Context: an optimization exercise on an open-source flow, tuned for a short achievable clock period and few clock cycles per item. The choices shown serve that exercise and are no tape-out recipe.
Only simulation tests tie the RTL to the original design; equivalence was not proved.
Power is estimated from default activity; no workload was simulated.

==> flow/config.mk <==
export PLATFORM = sky130hd
export DESIGN_NAME = bf16_alu
export DESIGN_NICKNAME = bf16_alu
export VERILOG_FILES = /design/flow/design.v
export SDC_FILE = /design/flow/constraint.sdc
export NUM_CORES = 4
export LEC_CHECK = 0
export CAP_MARGIN = 20
export CORE_MARGIN = 2
export CORE_UTILIZATION = 40
export SLEW_MARGIN = 20
==> flow/constraint.sdc <==
create_clock -name core_clock -period 46.0 [get_ports {clk}]
set_input_delay 9.2000 -clock core_clock [delete_from_list [all_inputs] [get_ports {clk}]]
set_output_delay 9.2000 -clock core_clock [all_outputs]
set_load 0.01 [all_outputs]
==> flow/design.v <==
module bf16_classify (
    input  wire [1:0]  sel,    
    input  wire [15:0] a,
    output reg  [15:0] r
);
    wire [7:0] e = a[14:7];
    wire [6:0] m = a[6:0];
    wire is_zero = (e == 8'd0)   && (m == 7'd0);
    wire is_den  = (e == 8'd0)   && (m != 7'd0);
    wire is_inf  = (e == 8'd255) && (m == 7'd0);
    wire is_nan  = (e == 8'd255) && (m != 7'd0);
    reg [2:0] code;
    always @* begin
        if (is_zero)     code = 3'd0;
        else if (is_inf) code = 3'd1;
        else if (is_nan) code = 3'd2;
        else if (is_den) code = 3'd4;
        else             code = 3'd3;
        case (sel)
            2'd0:    r = {15'd0, is_zero};
            2'd1:    r = {15'd0, is_nan};
            2'd2:    r = {15'd0, is_inf};
            default: r = {13'd0, code};
        endcase
    end
endmodule
module bf16_addsub (
    input  wire        clk,
    input  wire        sub,
    input  wire [15:0] a,
    input  wire [15:0] b_in,
    output reg  [15:0] r
);
    wire [15:0] b = {b_in[15] ^ sub, b_in[14:0]};
    wire       sa = a[15];
    wire [7:0] ea = a[14:7];
    wire [6:0] ma = a[6:0];
    wire       sb = b[15];
    wire [7:0] eb = b[14:7];
    wire [6:0] mb = b[6:0];
    wire a_zero = (ea == 8'd0) && (ma == 7'd0);
    wire b_zero = (eb == 8'd0) && (mb == 7'd0);
    wire [7:0] siga = {ea != 8'd0, ma};
    wire [7:0] sigb = {eb != 8'd0, mb};
    wire swap = a[14:0] < b[14:0];
    wire [8:0] dab = {1'b0, ea} - {1'b0, eb};
    wire [8:0] dba = {1'b0, eb} - {1'b0, ea};
    wire [7:0] d   = dab[8] ? dba[7:0] : dab[7:0];
    wire       far = d > 8'd8;
    wire [7:0] greater   = swap ? sigb : siga;
    wire [7:0] lesser = swap ? siga : sigb;
    reg        sp_n;       
    reg [15:0] spv_n;
    always @* begin
        sp_n  = 1'b1;
        spv_n = 16'h0000;
        if (ea == 8'd255) begin
            if (ma != 7'd0)        spv_n = a;
            else if (eb == 8'd255) begin
                if (mb != 7'd0)    spv_n = b;
                else if (sa == sb) spv_n = a;
                else               spv_n = 16'h7FC0;
            end else               spv_n = a;
        end else if (eb == 8'd255) spv_n = b;
        else if (a_zero)           spv_n = b;
        else if (b_zero)           spv_n = a;
        else if (far)              spv_n = swap ? b : a;
        else                       sp_n  = 1'b0;
    end
    reg        sp;
    reg [15:0] spv;
    reg [7:0]  x_big, x_small;    
    reg [7:0]  re;                
    reg        rs;                
    reg        eff_sub;
    always @(posedge clk) begin
        sp      <= sp_n;
        spv     <= spv_n;
        x_big   <= greater;
        x_small <= lesser >> d[3:0];
        re      <= swap ? eb : ea;
        rs      <= swap ? sb : sa;
        eff_sub <= sa ^ sb;
    end
    wire [8:0] sum  = {1'b0, x_big} + {1'b0, x_small};
    wire [7:0] diff = x_big - x_small;
    reg [3:0] k;
    reg [7:0] dn;
    reg [7:0] en;
    integer   i;
    always @* begin
        k = 4'd8;
        for (i = 0; i < 8; i = i + 1)
            if (diff[i]) k = 4'd7 - i[3:0];
        dn = diff << k[2:0];
        en = re - {4'd0, k};
        if (sp)
            r = spv;
        else if (!eff_sub) begin
            if (sum[8]) begin
                if (re == 8'd254) r = {rs, 15'h7F80};
                else              r = {rs, re + 8'd1, sum[7:1]};
            end else              r = {rs, re, sum[6:0]};
        end else begin
            if (diff == 8'd0)                       r = 16'h0000;
            else if (k != 4'd0 && re <= {4'd0, k})  r = {rs, 15'd0};
            else                                    r = {rs, en, dn[6:0]};
        end
    end
endmodule
module bf16_mul (
    input  wire        clk,
    input  wire [15:0] a,
    input  wire [15:0] b,
    output reg  [15:0] r
);
    wire       sa = a[15];
    wire [7:0] ea = a[14:7];
    wire [6:0] ma = a[6:0];
    wire       sb = b[15];
    wire [7:0] eb = b[14:7];
    wire [6:0] mb = b[6:0];
    wire       rs = sa ^ sb;
    wire a_nan  = (ea == 8'd255) && (ma != 7'd0);
    wire b_nan  = (eb == 8'd255) && (mb != 7'd0);
    wire a_inf  = (ea == 8'd255) && (ma == 7'd0);
    wire b_inf  = (eb == 8'd255) && (mb == 7'd0);
    wire a_zero = (ea == 8'd0)   && (ma == 7'd0);
    wire b_zero = (eb == 8'd0)   && (mb == 7'd0);
    reg  [7:0]  siga, sigb;
    reg  [2:0]  ka, kb;
    reg  signed [10:0] re0;
    integer     i;
    always @* begin
        ka = 3'd0;
        kb = 3'd0;
        for (i = 0; i < 7; i = i + 1) begin
            if (ma[i]) ka = 3'd7 - i[2:0];
            if (mb[i]) kb = 3'd7 - i[2:0];
        end
        if (ea == 8'd0) siga = {1'b0, ma} << ka;
        else            siga = {1'b1, ma};
        if (eb == 8'd0) sigb = {1'b0, mb} << kb;
        else            sigb = {1'b1, mb};
        re0 = $signed({3'b000, (ea == 8'd0) ? 8'd1 : ea})
            + $signed({3'b000, (eb == 8'd0) ? 8'd1 : eb})
            - 11'sd127
            - $signed({8'd0, (ea == 8'd0) ? ka : 3'd0})
            - $signed({8'd0, (eb == 8'd0) ? kb : 3'd0});
    end
    reg        sp_n;
    reg [15:0] spv_n;
    always @* begin
        sp_n = 1'b1;
        if (a_nan)                 spv_n = a;
        else if (b_nan)            spv_n = b;
        else if (a_inf)            spv_n = b_zero ? 16'h7FC0 : {rs, 15'h7F80};
        else if (b_inf)            spv_n = a_zero ? 16'h7FC0 : {rs, 15'h7F80};
        else if (a_zero || b_zero) spv_n = {rs, 15'd0};
        else begin
            sp_n  = 1'b0;
            spv_n = {rs, 15'd0};
        end
    end
    reg        sp;
    reg [15:0] spv;
    reg [7:0]  xa, xb;
    reg        s_r;
    reg        ovf0, ovf1, unf0, unf1, den0, den1;
    reg [7:0]  e0, e1;
    reg [2:0]  dsh;
    always @(posedge clk) begin
        sp   <= sp_n;
        spv  <= spv_n;
        xa   <= siga;
        xb   <= sigb;
        s_r  <= rs;
        ovf0 <= re0 >= 11'sd255;
        ovf1 <= re0 >= 11'sd254;
        unf0 <= re0 < -11'sd6;
        unf1 <= re0 < -11'sd7;
        den0 <= re0 <= 11'sd0;
        den1 <= re0 <= -11'sd1;
        e0   <= re0[7:0];
        e1   <= re0[7:0] + 8'd1;
        dsh  <= 3'd0 - re0[2:0];
    end
    wire [15:0] p   = xa * xb;
    wire        p15 = p[15];
    wire [7:0]  pd  = p[15:8] >> dsh;    
    always @* begin
        if (sp)                   r = spv;
        else if (p15 ? ovf1 : ovf0) r = {s_r, 15'h7F80};
        else if (p15 ? unf1 : unf0) r = {s_r, 15'd0};
        else if (p15 ? den1 : den0) r = {s_r, 8'd0, pd[6:0]};
        else if (p15)             r = {s_r, e1, p[14:8]};
        else                      r = {s_r, e0, p[13:7]};
    end
endmodule
module bf16_div (
    input  wire        clk,
    input  wire [15:0] a,
    input  wire [15:0] b,
    output reg  [15:0] r
);
    wire       sa = a[15];
    wire [7:0] ea = a[14:7];
    wire [6:0] ma = a[6:0];
    wire       sb = b[15];
    wire [7:0] eb = b[14:7];
    wire [6:0] mb = b[6:0];
    wire       rs = sa ^ sb;
    wire a_nan  = (ea == 8'd255) && (ma != 7'd0);
    wire b_nan  = (eb == 8'd255) && (mb != 7'd0);
    wire a_inf  = (ea == 8'd255) && (ma == 7'd0);
    wire b_inf  = (eb == 8'd255) && (mb == 7'd0);
    wire a_zero = (ea == 8'd0)   && (ma == 7'd0);
    wire b_zero = (eb == 8'd0)   && (mb == 7'd0);
    wire [7:0] siga = {ea != 8'd0, ma};
    wire [7:0] sigb = {eb != 8'd0, mb};
    localparam [4607:0] RCP_TABLE = 4608'h40409020540c29041141469062541ccd0843425510a6942dfd0c98436cd0ed043fc11112448d9135d4521915b245b851812465191a7c46ed51cf1478bd1f71482d521fc48d1924934978d27364a23129e54ad052ca04b80d2f694c349323f4cebd35224da6538144e6493b144f2693e234fec5414250b5d44705183547af525514afe532b14e5f5405951d154e45555655c7d58ee56b055c99579d9605958901642d5987d68175a8516c175b881702f5c90d745e5d9f978a55eb4d7d065fd05818260f298619621bd8acc634c58f9d64841948c65c3d999a670b99ec9685b9a41b69b45a98f6b161af296c811b4e96df5dbad06f74dc0e170fe5c71d72931cd8674331d41e75df1dae777979e1e2795d1e9147b305f07d7d11df8207f0220000408150411418950843429a50c9843b41111244d7515b2460491a7c473c51f71487f1249349cd929e54b2812f694c8fd35224e0513b144f88d4142511c147af52bf94e5f547455556563b95c9958165642d5a05d6c175c0bd745e5e2957d0660609861962b318f9d65231999a67b25a41b6a63daf296d3a5bad070385c71d73619d41e76b9de1e27a451f07d7e0820000410450843432611112456c91a7c47dc524934a7952f694d4893b145050947af5397d555657265642d5b05d745e5f419861963e75999a6906daf296eb41c71d75079e1e27c1f600004210d1112469f124934bda53b1451ebd5556590b5745e61865999a6bca5c71d7878a00004444924934ec5155565d179999a71c7600004924d55566666a00005555a0000800000000;
    wire [17:0] rcp = RCP_TABLE[sigb * 18 +: 18];
    reg  [7:0]  xa;
    reg  [2:0]  ka, kb;
    integer     i;
    always @* begin
        ka = 3'd0;
        kb = 3'd0;
        for (i = 0; i < 7; i = i + 1) begin
            if (ma[i]) ka = 3'd7 - i[2:0];
            if (mb[i]) kb = 3'd7 - i[2:0];
        end
        if (ea == 8'd0) xa = {1'b0, ma} << ka;
        else            xa = {1'b1, ma};
        if (ea != 8'd0) ka = 3'd0;
        if (eb != 8'd0) kb = 3'd0;
    end
    wire signed [10:0] re_b = $signed({3'b000, ea}) - $signed({3'b000, eb}) + 11'sd127
                            + ((ea == 8'd0) ? 11'sd1 : 11'sd0)
                            - ((eb == 8'd0) ? 11'sd1 : 11'sd0);
    wire signed [10:0] re_n = re_b - $signed({8'd0, ka}) + $signed({8'd0, kb});
    wire sat = (eb == 8'd0) && ({1'b0, siga} >= {sigb, 1'b0});
    reg        sp_n;
    reg [15:0] spv_n;
    always @* begin
        sp_n = 1'b1;
        if (a_nan)                 spv_n = a;
        else if (b_nan)            spv_n = b;
        else if (a_inf && b_inf)   spv_n = 16'h7FC0;
        else if (a_zero && b_zero) spv_n = 16'h7FC0;
        else if (a_inf)            spv_n = {rs, 15'h7F80};
        else if (b_inf)            spv_n = {rs, 15'd0};
        else if (b_zero)           spv_n = {rs, 15'h7F80};
        else if (a_zero)           spv_n = {rs, 15'd0};
        else if (sat) begin
            if (re_b >= 11'sd255)  spv_n = {rs, 15'h7F80};
            else if (re_b <= 11'sd0) spv_n = {rs, 15'd0};
            else                   spv_n = {rs, re_b[7:0], 7'h7F};
        end else begin
            sp_n  = 1'b0;
            spv_n = {rs, 15'd0};
        end
    end
    reg        sp;
    reg [15:0] spv;
    reg [7:0]  x;
    reg [17:0] y;
    reg        s_r;
    reg        ovf1, ovf0, unf1, unf0;
    reg [7:0]  e1, e0;
    always @(posedge clk) begin
        sp   <= sp_n;
        spv  <= spv_n;
        x    <= xa;
        y    <= rcp;
        s_r  <= rs;
        ovf1 <= re_n >= 11'sd255;
        ovf0 <= re_n >= 11'sd256;
        unf1 <= re_n <= 11'sd0;
        unf0 <= re_n <= 11'sd1;
        e1   <= re_n[7:0];
        e0   <= re_n[7:0] - 8'd1;
    end
    wire [25:0] p  = x * y;
    wire [8:0]  q9 = p[24:16];
    wire        hi = q9[8];
    always @* begin
        if (sp)                     r = spv;
        else if (hi ? ovf1 : ovf0)  r = {s_r, 15'h7F80};
        else if (hi ? unf1 : unf0)  r = {s_r, 15'd0};
        else if (hi)                r = {s_r, e1, q9[7:1]};
        else                        r = {s_r, e0, q9[6:0]};
    end
endmodule
module bf16_alu (
    input  wire        clk,
    input  wire        rst,         
    input  wire        in_valid,
    output wire        in_ready,
    input  wire [2:0]  op,
    input  wire [15:0] a,
    input  wire [15:0] b,
    output reg         out_valid,
    output reg  [15:0] r
);
    assign in_ready = 1'b1;
    wire [15:0] r_add, r_mul, r_div, r_cls;
    bf16_addsub u_addsub (.clk(clk), .sub(op[0]), .a(a), .b_in(b), .r(r_add));
    bf16_mul    u_mul    (.clk(clk), .a(a), .b(b), .r(r_mul));
    bf16_div    u_div    (.clk(clk), .a(a), .b(b), .r(r_div));
    bf16_classify u_cls  (.sel(op[1:0]), .a(a), .r(r_cls));
    reg [2:0]  req_op;
    reg [15:0] req_cls;
    always @(posedge clk) begin
        if (rst) out_valid <= 1'b0;
        else     out_valid <= in_valid;
        req_op  <= op;
        req_cls <= r_cls;
    end
    always @* begin
        case (req_op)
            3'b000, 3'b001: r = r_add;
            3'b010:         r = r_mul;
            3'b011:         r = r_div;
            default:        r = req_cls;
        endcase
    end
endmodule
==> flow/run.sh <==
#!/bin/bash
# synth_recipe.tcl (not shown) runs the flow's synth.tcl, then flattens the netlist and writes it again
# the make line also repeats each setting of config.mk as NAME=value (left out here)
make -C /OpenROAD-flow-scripts/flow DESIGN_CONFIG=/design/flow/config.mk WORK_HOME=/design/flow/orfs CLKGATE_MAP_FILE= SYNTH_SCRIPT=/design/flow/synth_recipe.tcl finish
==> summary.md <==
| Metric | Value |
|---|---|
| Most common cell after layout, fill and taps aside | `nand2_1` |
| Critical-path cell list | `nand2_1, fa_1, fa_1, inv_1, fa_1, inv_1, fa_1, inv_1, ha_1, a211oi_2, o21bai_2, a22oi_2, mux2i_1, nand2_1, mux4_2, a221o_1, and3_1, a311o_1, clkdlybuf4s50_1` |
| Tmin final | `about 17,000 ps` |
| Fin Setup TNS | `0 ps` |
| Final hold vios | `0` |
| Synthesized instance count | `3,068` |
| Post-synth EDFFs | `0` |
| Post-Route WL | `roughly 89 mm` |
| Unrepaired setup endpoints after global routing | `false` |
| Maximum vdd drop | `between 0.03 and 0.04 mV` |
| Starting Density | `between 40% and 50%` |
| Total Routing Usage GR | `between 20 and 30%` |
| Fillers | `5,823` |
| Worst path slowest cell | `dfxtp_1` |
| Library cells used by synthesis | `between 90 and 100` |
| Total congestion overflow | `0` |
| Port Buf Inserts | `54` |
| CP max FO | `32` |
| Normalized max-slew margin | `30.8%` |
| Synth Register Bits | `around 160` |
| Row Count | `87` |
| # nets final | `about 3,400` |
| Die area | `59,500 um2` |
| Layout cells sized above 1 | `~4.6%` |
| Synth warn | `5` |
| Via count | `between 20,000 and 25,000` |
| CP Launch Type | `register` |
| Worst-path clk slew | `~70 ps` |
| Crit Path Category | `reg2out` |
| Initial DRC count | `about 2,600` |
| DR WL/cell | `between 20 and 25 um` |
| Initial antenna violation count | `4` |
| Core Area | `between 50,000 and 60,000 um2` |
| Remaining DRCs | `0` |
| Met1 Use GR | `about two fifths` |
| Gpl congestion | `1.03` |
| CTS tree | `yes` |
| Tcrit/Tclk final | `37.3%` |
| Setup Viol. Count Final | `0` |
| Die Height | `approximately 240 um` |
| Die Span X | `roughly 240 um` |
| Clock sink count | `about 160` |
| Sequential share of the synthesized area | `between 10 and 15%` |
| Ys async rst share | `0%` |
| Place WS | `29,350 ps` |
| Hold Buf Count CTS | `0` |
| Worst Path Required | `about 37,000 ps` |
| Post-route worst setup slack | `between 20,000 and 30,000 ps` |
| Final HPWL DP | `66.5 mm` |
| Largest net degree at the start of global routing | `92` |
| Most frequent cells in the layout | `nand2_1 (283), inv_1 (258), a21oi_1 (228)` |
| CTS resizes | `0` |
| Mapped Area | `~23,000 um2` |
| Slew of the pin with the lowest slew margin | `between 1000 and 1500 ps` |
| Total power draw | `around 0.0013 W` |
| Setup Fix Bufs, Post-CTS | `0` |
| Status | `finished clean` |
| CTS Buf Count | `17` |
| Vias per cell | `6.33` |
| Clock H-tree levels | `4` |
| Crit path arrival time | `7940 ps` |
| Syn Nets | `roughly 3,400` |
| Synth Flop Type | `dfxtp_1` |
| Area of the multi-input gates | `about 18,000 um2` |
| Most Frequent Cell on Critical Path | `fa_1` |
| 1st-pass router iterations | `6` |
| First-pass GRT wire length | `between 100 and 150 mm` |
| # IOs | `56` |
| CTS Buffer Depth | `2` |
| M3 GR Usage | `~6.4%` |
| Critical Path Max Stage Delay | `900 ps` |
| Number of global-route vias before repair | `23,000` |
| Post-Route Utilization | `a little over two fifths` |
| Top Usage Layer GRT | `met2` |
| Final ANT Viol Nets | `0` |
| CP Capture Type | `output port` |
| GR Layer Usage met2 | `between 40% and 50%` |
| Max_cap viols | `0` |
| Register area | `between 3000 and 4000 um2` |
| Worst Hold Depth | `1` |
| Final Max Tran Viols | `0` |
| Power Dens Cells | `between 50 and 60 nW/um2` |
| Hold crit path type | `in2reg` |
| Maximum clock frequency | `roughly 0.06 GHz` |
| Synthesis-to-layout area growth | `7.18%` |
| Static leakage | `~11 nW` |
| Post-Syn Area per Cell | `between 7 and 8 um2` |
| CTS root buffer | `clkbuf_16` |
## where the power goes
group	internal, W	leakage, nW	switching [W]	total (W)
clock	0.0000788	0.303	0.0000738	0.000153
combinational	0.000364	8.89	0.000561	0.000925
sequential	0.000171	1.35	0.0000235	0.000195
total	0.000614	10.5	0.000658	0.00127
## cell usage after synthesis, drive strengths merged, types with 8 or more instances
cell | count | area, um2
nand2 | 283 | 1060
inv | 259 | 972
a21oi | 230 | 1150
nor2 | 222 | 833
o21ai | 204 | 1020
ha | 196 | 2450
and2 | 186 | 1170
clkbuf | 164 | 616
dfxtp | 162 | 3240
fa | 143 | 2860
nand3 | 80 | 400
nor3 | 71 | 370
o211ai | 60 | 450
xnor2 | 56 | 490
a211oi | 48 | 370
nand2b | 42 | 263
buf | 37 | 175
xor2 | 36 | 323
a21o | 35 | 263
a31oi | 30 | 188
o311ai | 30 | 263
mux2i | 29 | 303
and3 | 28 | 175
o22ai | 28 | 175
o21bai | 26 | 199
nand4 | 23 | 144
o31ai | 23 | 173
a311oi | 22 | 193
nor2b | 22 | 138
o221ai | 20 | 175
a221oi | 19 | 190
or2 | 18 | 113
o21a | 17 | 128
a2111oi | 14 | 129
a22oi | 14 | 110
nor3b | 13 | 97.6
nor4 | 13 | 81.3
a221o | 12 | 120
or3 | 12 | 80.1
mux4 | 10 | 225
o2111ai | 10 | 87.6
a32oi | 8 | 70.1
o2bb2ai | 8 | 70.1
## path summary, 6_finish.rpt
kind | from | endpoint
worst min-delay path | op[2] | req_op[2]
worst max-delay path | u_mul.xa[1] | r[2]
## worst max-delay path: cells and delay by family (launching register included)
kind                       cells  cell delay, ps
AOI/OAI and AO/OA              5            1360
adders and majority gates      5            2500
buffers and inverters          4             650
DFF                            1             900
muxes                          2            1000
and+or+nand+nor                3            1020
## through the flow
stage | hold WS (ps) | instances | instance area (um2)
final | 9150 | 3755 | 24700
after global routing | 9150 | 3754 | 24700
after detailed placement | 9650 | 3722 | 24100
after floorplan | 9230 | 3068 | 23000
after CTS | 9130 | 3754 | 24700
after global placement | 9650 | 3722 | 24100
## registers in the layout (all words and copies together), names as in the netlist, 3 cells and up
register          cells
u_div.spv            16
u_mul.spv            16
u_div.e1              8
u_div.e0              8
req_op                3
u_addsub.spv         16
u_addsub.x_small      8
u_mul.xb              8
req_cls               3
u_addsub.x_big        8
u_mul.e1              8
u_div.y              18
u_addsub.re           8
u_mul.xa              8
u_mul.e0              8
## layout make-up
class	count	area share [%]
clock inverters	15	0.836
well taps	756	3.83
clock buffers	17	1.72
inverters	264	4.01
diodes	1	0.0101
flip-flops and latches	162	13.1
multi-input cells	2441	73.0
repair buffers	99	3.49
## metal layers
layer,share of wire [%],vias up
li1,-,10700
met1,43,11500
met2,43,1312
met3,10,237
met4,3.8,4
met5,0.041,-
## logic make-up (layout without fill, tap and decap cells)
| group | count (synthesis) | after routing | synth area share, % |
|---|---|---|---|
| adders and majority gates | 339 | 339 | 23.1 |
| and+or+nand+nor | 1038 | 1038 | 22.3 |
| DFF | 162 | 162 | 14.1 |
| xor gates and xnor gates | 92 | 92 | 3.53 |
| muxes | 43 | 43 | 2.49 |
| AOI/OAI and AO/OA | 928 | 928 | 26.8 |
| buffers and inverters | 465 | 395 | 7.73 |
| other | 1 | 2 | 0.0163 |
Testbench counts, summed over its fixed seeds: cycles 16,008, items 16,000.

[re-timing with driven ports]
Ports are ideal in the flow. The routed layout listed here was re-timed in OpenROAD.
Step 1 (the two cells are an assumption about what drives the block):
set clk [get_ports {clk}]
set_driving_cell -lib_cell sky130_fd_sc_hd__clkbuf_16 $clk
set_driving_cell -lib_cell sky130_fd_sc_hd__buf_2 [delete_from_list [all_inputs] $clk]
Step 2 times the ports against the registers' clock, not the clock port: input delays grow and output delays shrink by t, the midpoint of the rising clock arrivals with the driver on.
a / b / c = ideal / step 1 / step 2; a / b = the first two.
t, ns: 0.544
setup slack, ns: 28.862 / 28.808 / 29.352
worst setup path after step 2: register to output
clock arrival spread, ns: 0.024 / 0.024
After both steps this run still meets setup and hold. The setup slack of this run moves by -0.054 ns with the drivers and by +0.490 ns with both steps.
